Background: an optimization exercise with open tools, aiming at small area, a short achievable clock period and few clock cycles. Do not read the settings as production practice. Function was not checked in any run shown here: the RTL went through the layout flow alone.

==> flow/design.v (outline; a module is shown in full before it is edited, if it fits) <==
// module gcx_enc: 1250 lines
module gcx_enc (
    input  wire        clk,
    input  wire        rst,         
    input  wire        in_valid,
    output wire        in_ready,
    input  wire [15:0] in_data,
    input  wire        in_key,
    input  wire        in_last,
    output wire        out_valid,
    input  wire        out_ready,
    output wire [31:0] out_data,
    output wire        out_last,
    output wire        done,
    output wire [31:0] hash,
    output wire [31:0] lcg
);
  // ...
==> flow/run.sh <==
#!/bin/bash
# synth_recipe.tcl (not shown) runs the flow's synth.tcl, then flattens the netlist and writes it again
# the make line also repeats each setting of config.mk as NAME=value (left out here)
make -C /OpenROAD-flow-scripts/flow DESIGN_CONFIG=/design/flow/config.mk WORK_HOME=/design/flow/orfs CLKGATE_MAP_FILE= SYNTH_SCRIPT=/design/flow/synth_recipe.tcl finish
==> flow/config.mk <==
export PLATFORM = sky130hd
export DESIGN_NAME = gcx_enc
export DESIGN_NICKNAME = gcx_enc
export VERILOG_FILES = /design/flow/design.v
export SDC_FILE = /design/flow/constraint.sdc
export NUM_CORES = 4
export LEC_CHECK = 0
export CAP_MARGIN = 50
export CORE_MARGIN = 2
export CORE_UTILIZATION = 40
export SLEW_MARGIN = 60
==> flow/constraint.sdc <==
create_clock -name core_clock -period 36.0 [get_ports {clk}]
set_input_delay 7.2000 -clock core_clock [delete_from_list [all_inputs] [get_ports {clk}]]
set_output_delay 7.2000 -clock core_clock [all_outputs]
set_load 0.01 [all_outputs]
==> metrics.md, run 1 <==
| Metric | Value |
|---|---|
| Status | `timing/DRC/antenna clean` |
| Non-clock buffers | `140` |
| Die X | `224 um` |
| Post-route setup TNS | `0 ps` |
| Drt initial violations | `1,152` |
| Initial antenna violation count | `0` |
| Most frequent cell after synthesis | `inv_1` |
| Post-CTS setup buffer count | `0` |
| RSZ-0062 raised after global routing | `no` |
| Clock slew at reported path FFs | `60 ps` |
| Worst path cell trace | `buf_4 > clkinv_2 > nor2_1 > clkdlybuf4s50_1` |
| Number of global-route vias before repair | `15,390` |
| Skew final | `10.5 ps` |
| Critical Path Fanout Max | `25` |
| Fraction of the mapped netlist area in simple logic gates | `11.7%` |
| Top Layer Used | `met4` |
| Core Util, Final | `45.5%` |
| Min-Delay Path Class | `reg -> reg` |
| Syn Area/Cell | `9.12 sq um` |
| Register area | `3450 sq um` |
| Largest register FFs | `32` |
| CP Data Arrival Time | `2230 ps` |
| WP data required | `28,800 ps` |
| Well Taps | `615` |
| Gpl congestion | `0.915` |
| Type of origin of the critical path | `flip-flop` |
| Critical path launch point | `np` |
| Critical path depth | `4` |
| Syn Std Cell Area | `19,400 sq um` |
| CTS Buf Count | `17` |
| Register area share after synthesis | `17.8%` |
| Max Cap Viol | `0` |
| Nets | `2,651` |
| First drt pass iteration count | `5` |
==> inputs of run 2 (changes only) <==
--- a/flow/design.v
+++ b/flow/design.v
@@ -203,18 +203,18 @@
     reg         uf;          
     reg         ul;          
     reg         seedp;       
     reg  [14:0] Y;           
     reg  [5:0]  z;           
     reg  [2:0]  qY;          
     reg         conv;        
     reg         np;          
-    reg  [13:0] sbuf;        
-    reg  [2:0]  L;           
+    reg  [19:0] sbuf;        
+    reg  [3:0]  L;           
     reg         inpay;       
     reg         lastin;      
     reg         rdy;
     reg         ov;          
     reg  [31:0] odat;        
     reg         olast;
     reg         dn;
     wire fire  = in_valid & rdy;
@@ -1003,23 +1003,24 @@
     wire cx_25 = (Y[12] & cva[12]) | (Y[12] & cvb[12]) | (cva[12] & cvb[12]);
     wire cx_26 = Y[13] ^ cva[13] ^ cvb[13];
     wire cx_27 = (Y[13] & cva[13]) | (Y[13] & cvb[13]) | (cva[13] & cvb[13]);
     wire cx_28 = Y[14] ^ cva[14] ^ cvb[14];
     wire cx_29 = (Y[14] & cva[14]) | (Y[14] & cvb[14]) | (cva[14] & cvb[14]);
     wire [17:0] cx0 = {cva[17], cva[16], cx_29, cx_27, cx_25, cx_23, cx_21, cx_19, cx_17, cx_15, cx_13, cx_11, cx_9, cx_7, cx_5, cx_3, cx_1, cx_0};
     wire [17:0] cx1 = {1'b0, 1'b0, cva[15], cx_28, cx_26, cx_24, cx_22, cx_20, cx_18, cx_16, cx_14, cx_12, cx_10, cx_8, cx_6, cx_4, cx_2, 1'b0};
     wire [17:0] sc = cx0 + cx1;
-    wire [21:0] qv = {sbuf, 8'd0} | ({in_data[7:0], 14'd0} >> {L[1:0], 1'b0});
-    wire [21:0] qe = fbyte ? qv : {sbuf, 8'd0};
-    wire [3:0]  T  = {1'b0, L} + (fbyte ? 4'd4 : 4'd0);
-    wire        full = L[2] | (L[1] & L[0]);
+    wire        full = (L >= 4'd3);
     wire [1:0]  c    = (lastin & ~full) ? L[1:0] : 2'd3;
-    wire        beat = adv & inpay & (full | fbyte | (lastin & (L != 3'd0)));
-    wire [3:0]  Ln   = beat ? T - {2'd0, c} : T;
+    wire        beat = adv & inpay & (full | (lastin & (L != 4'd0)));
+    wire [19:0] qv = sbuf | (fbyte ? ({in_data[7:0], 12'd0} >> {L[2:0], 1'b0}) : 20'd0);
+    wire [3:0]  Lb = L - {2'd0, c}, Lf = L + 4'd4, Lbf = L + 4'd1;
+    wire [3:0]  Ln = beat ? (fbyte ? Lbf : Lb) : (fbyte ? Lf : L);
+    wire        room0 = (L <= 4'd6), room1 = (L <= 4'd2), room2 = (L <= 4'd9), room3 = (L <= 4'd5);
+    wire        roomn = beat ? (fbyte ? room3 : room2) : (fbyte ? room1 : room0);
     wire        lastn = (fbyte & in_last) | (lastin & ~dn);
     wire        upd   = uv & (~lastin | dn);
     wire        uvn   = fkey | (uv & ~upd);
     wire        uln   = fkey ? in_last : ul;
     wire        npn   = (upd & ul) | (np & ~dn);
     wire        dnn   = (ov & out_ready & olast) | (np & ~dn);
     wire [31:0] hb = uf ? 32'd0 : h;
     wire hm_0 = ~hb[0] ^ u[0] ^ 1'b1;
@@ -1179,17 +1180,17 @@
     wire hm_154 = hm_135 ? hm_140 : hm_52;
     wire hm_155 = hm_135 ? hm_142 : hm_54;
     wire hm_156 = hm_135 ? hm_144 : hm_56;
     wire hm_157 = hm_135 ? hm_146 : hm_58;
     wire hm_158 = hm_135 ? hm_148 : hm_60;
     wire hm_159 = hm_135 ? hm_150 : hm_62;
     wire hm_160 = hm_135 ? hm_151 : 1'b0;
     wire [31:0] hn = {hm_159, hm_158, hm_157, hm_156, hm_155, hm_154, hm_153, hm_152, hm_134, hm_133, hm_132, hm_131, hm_130, hm_129, hm_128, hm_127, hm_109, hm_108, hm_107, hm_106, hm_105, hm_104, hm_103, hm_102, hm_68, hm_66, hm_64, hm_36, hm_32, hm_28, hm_24, hm_0};
-    wire [5:0] cs = qe[21:16] ^ {k1, k2, k3};
+    wire [5:0] cs = sbuf[19:14] ^ {k1, k2, k3};
     wire [7:0] q0 = e0(cs[5:4]);
     wire [7:0] q1 = e1({cs[5:2], c == 2'd1});
     wire [7:0] q2 = e2({c, cs[3:0]});
     wire [7:0] q3 = e3({c == 2'd3, cs[1:0]});
     always @(posedge clk) begin
         if (fkey) begin
             u  <= in_data;
             uf <= hfirst;
@@ -1205,44 +1206,44 @@
             z <= h[5:0];
         end else if (beat) begin
             Y  <= (c == 2'd3) ? y3 : (c == 2'd2) ? y2 : y1;
             z  <= (c == 2'd3) ? z3 : (c == 2'd2) ? z2 : z1;
             qY <= (c == 2'd3) ? n3 : (c == 2'd2) ? n2 : n1;
         end
         if (adv) begin
             odat  <= {q3, q2, q1, q0};
-            olast <= lastin & ~L[2];
+            olast <= lastin & (L <= 4'd3);
         end
         if (rst) begin
             hfirst <= 1'b1;
-            sbuf   <= 14'd0;
+            sbuf   <= 20'd0;
             L      <= 3'd0;
             inpay  <= 1'b0;
             lastin <= 1'b0;
             np     <= 1'b0;
             uv     <= 1'b0;
             seedp  <= 1'b0;
             rdy    <= 1'b1;
             ov     <= 1'b0;
             dn     <= 1'b0;
             conv   <= 1'b0;
         end else begin
             hfirst <= (fire & in_last) | (hfirst & ~fkey);
             uv     <= uvn;
             seedp  <= fbyte & ~inpay & ~seedp;
-            sbuf   <= beat ? qe[15:2] : qe[21:8];
-            L      <= Ln[2:0];
+            sbuf   <= beat ? {qv[13:0], 6'd0} : qv;
+            L      <= Ln;
             inpay  <= seedp | (inpay & ~conv);
             lastin <= lastn;
             np     <= npn;
-            rdy    <= ~((uvn & uln) | npn) & (dnn | (lastn ? ~uvn : (Ln <= 4'd3)));
+            rdy    <= ~((uvn & uln) | npn) & (dnn | (lastn ? ~uvn : roomn));
             ov     <= beat | (ov & ~out_ready);
             dn     <= dnn;
-            conv   <= beat & lastin & ~L[2];
+            conv   <= beat & lastin & (L <= 4'd3);
         end
     end
     assign out_data  = odat;
     assign out_valid = ov;
     assign out_last  = olast;
     assign in_ready  = rdy;
     assign done      = dn;
     assign hash      = h;
==> run 2 against run 1 <==
Against the previous run: largest cell class unchanged; flip-flop and latch count is 7 higher; highest routed layer is now met5; critical endpoint is now L[3]; routed wire length is 5.9% higher; first-iteration DRC count is 12% higher.
==> metrics.md, run 2 <==
| Metric | Value |
|---|---|
| Status | `timing/DRC/antenna clean` |
| Die X | `230 um (+2.7%)` |
| Share of cells above drive strength 1 | `5.57%` |
| Largest register FFs | `32 (unchanged)` |
| Port bufs | `112` |
| H-tree levels | `4` |
| Synth warn | `1` |
| Register area | `3580 sq um (+4.0%)` |
| Clock Path Buffers | `2` |
| Final min period | `9430 ps` |
| Die H | `230 um` |
| Synth async-reset ratio | `0%` |
| DRC | `0` |
| Global-route usage over all layers | `22.7%` |
| First-pass GRT wire length | `93,200 um` |
| Final setup viols | `0` |
| Placeable Area | `50,300 sq um` |
| RSZ-0062 raised after global routing | `no` |
| Number of global-route vias before repair | `16,431 (+6.8%)` |
| Crit end category | `flip-flop` |
| Die area | `52,900 sq um` |
| Type of origin of the critical path | `primary input` |
| Register area share after synthesis | `17.5% (-0.24 points)` |
| Worst hold path startpoint | `sbuf[0]` |
| CTS tree | `built` |
| Antenna diodes | `0` |
| Fin crit share | `26.2%` |
| CP Data Arrival Time | `9800 ps (+7570 ps)` |
| Kind of critical path | `in -> reg` |
| Num ports | `122` |
| Syn Area/Cell | `8.94 sq um (-2.0%)` |
| Relative max-transition margin | `59.7%` |
| CTS Buf Count | `17 (unchanged)` |
| Endpoints failing hold | `0` |
| FF-to-FF Start | `Y[1]` |
| Skew final | `8.05 ps (-2.43 ps)` |
| Gpl congestion | `0.943 (+3.1%)` |
| Final wirelength | `59,400 um` |
| Clk sink count | `131` |
| Top post-synthesis cells by area | `fa_1, edfxtp_1, ha_1, inv_1, dfxtp_1` |
| Post-CTS setup buffer count | `0 (unchanged)` |
| Placed cell count | `3,009` |
| First drt pass iteration count | `5 (unchanged)` |
| WP data required | `36,370 ps (+7570 ps)` |
| Post-detail-place hpwl | `48,900 um` |
| Routed length per instance | `19.5 um` |
| Most area-hungry cell type in the Yosys netlist | `fa_1` |
| Min-Delay Path Class | `reg -> reg` |
| Most frequent cells in the layout | `inv_1, fa_1, ha_1, nand2_1, nor2_1` |
| Syn Std Cell Area | `20,400 sq um (+5.5%)` |
| Drt initial violations | `1,289 (+12%)` |
| Top reg by flops | `h` |
| Synthesized instance count | `2,287` |
| Nets | `2,827 (+6.6%)` |
| Max Cap Viol | `0 (unchanged)` |
| Post-route setup TNS | `0 ps (unchanged)` |
| Final Non-Filler Cells | `3,042` |
| Clk root buf | `clkbuf_16` |
| Post-DRT Antenna Nets | `0` |
| Post-synth top cells | `inv_1, fa_1, ha_1, nand2_1, nor2_1` |
| Leading cell type in the layout, fill and taps excluded | `inv_1` |
| Total gr overflow | `0` |
| Critical Path Fanout Max | `9 (-64%)` |
| Footprint of the multi-input gates | `15,000 sq um` |
| Starting Density | `40.7%` |
| Vias per cell | `5.34` |
| Synth Flop Type | `edfxtp_1` |
| Clock slew at reported path FFs | `60 ps (about the same)` |
| Fmax | `0.106 GHz` |
| Most frequent cell after synthesis | `inv_1` |
| Area growth from synthesis to layout | `11.7%` |
| Pin count of the biggest net entering global routing | `40` |
| Filler instances | `4,969` |
| Final Max Tran Viols | `0` |
| Worst-Skew Late Latency | `440 ps` |
| Synth Register Bits | `131` |
| EDFF count, synth | `96` |
| Row count | `82` |
| Synth top area share | `24.1%` |
| Via count | `16,247` |
| Critical path launch point | `in_valid` |
| PostCTS Resize Cnt | `0` |
| Synth cell types | `89` |
| Worst-Margin Slew | `603 ps` |
| Largest regs | `h: 32 flops, odat: 22 flops, sbuf: 20 flops` |
| Initial antenna violation count | `1 (+1)` |
| Hold buffers post-CTS | `0` |
## run 2: final timing paths
kind / cells past startpoint / to / slack, ps
hold reg to reg: 2 / sbuf[0] / 450
hold / removal: 2 / sbuf[0] / 450
setup / recovery: 11 / L[3] / 26570
setup reg to reg: 34 / odat[8] / 27040
## run 2: layout make-up
class,instances,area share (%)
clock buffers,19,1.90
inverters,409,6.72
flip-flops and latches,131,15.7
repair buffers,144,5.98
multi-input cells,1654,65.5
well taps,672,3.68
clock inverters,13,0.510
## run 2: through the flow
step / utilization, % / cell area [sq um] / hold slack (ps) / setup slack [ps]
CTS: 45.4 / 22800 / 456 / 26640
global placement: 44.0 / 22100 / 430 / 26030
detailed placement: 44.3 / 22300 / 443 / 26160
floorplan: - / 20500 / 408 / 26820
global route: 45.4 / 22800 / 490 / 26440
finish: 45.4 / 22800 / 451 / 26570
## run 2: kinds of logic after synthesis
logic type	count (synthesis)	share of synthesized area (%)
simple gates	542	12.7
buf+inv	509	9.78
compound gates	464	14.7
fa+ha+maj	449	36.5
flops	131	17.5
xor+xnor	116	5.01
mux	74	3.79
other cells	2	0.0367
## run 2: worst max-delay path, cell delays in order
cell	delay (ps)
clkdlybuf4s50_1	500
nand2_1	70
or2_2	400
and2_1	230
ha_1	280
a21o_1	150
a21oi_1	360
o21ai_0	130
a211oi_1	230
o21ai_0	110
a21oi_1	130
## run 2: metal layers
layer | up-vias | global-route usage (%) | wire [um]
met5 | - | 0 | 14
met4 | 2 | 6.83 | 1560
met3 | 84 | 3.26 | 3000
met2 | 489 | 38.3 | 28600
met1 | 8022 | 30.3 | 26200
li1 | 7650 | - | -

## what the ideal ports hide
How much do the figures lean on ideal ports? The routed layouts below were timed once more, with nothing changed but the port constraints.
Step 1 sets driving cells, clkbuf_16 on the clock port and buf_2 on the other inputs (assumed; they add their load-dependent delay and slew).
Step 2 also shifts input and output timing later by t, the mid clock arrival at the registers, as if the neighbouring blocks saw the same clock.
Slacks: ideal ports / drivers / drivers and shift; pairs: ideal ports / drivers.
run	t, ns	slack for setup (ns)	hold slack, ns	worst register clock-pin slew, ns	pins driven straight from the clock port
run 1	0.477	26.573 / 26.524 / 26.171	0.431 / 0.431 / 0.431	0.06 / 0.06	1
run 2	0.489	26.573 / 26.576 / 26.114	0.451 / 0.451 / 0.451	0.06 / 0.06	1
After both steps setup and hold are still met in every run listed. For run 2, which loses most, drivers alone change the setup slack by +0.003 ns; drivers and shift together by -0.459 ns.
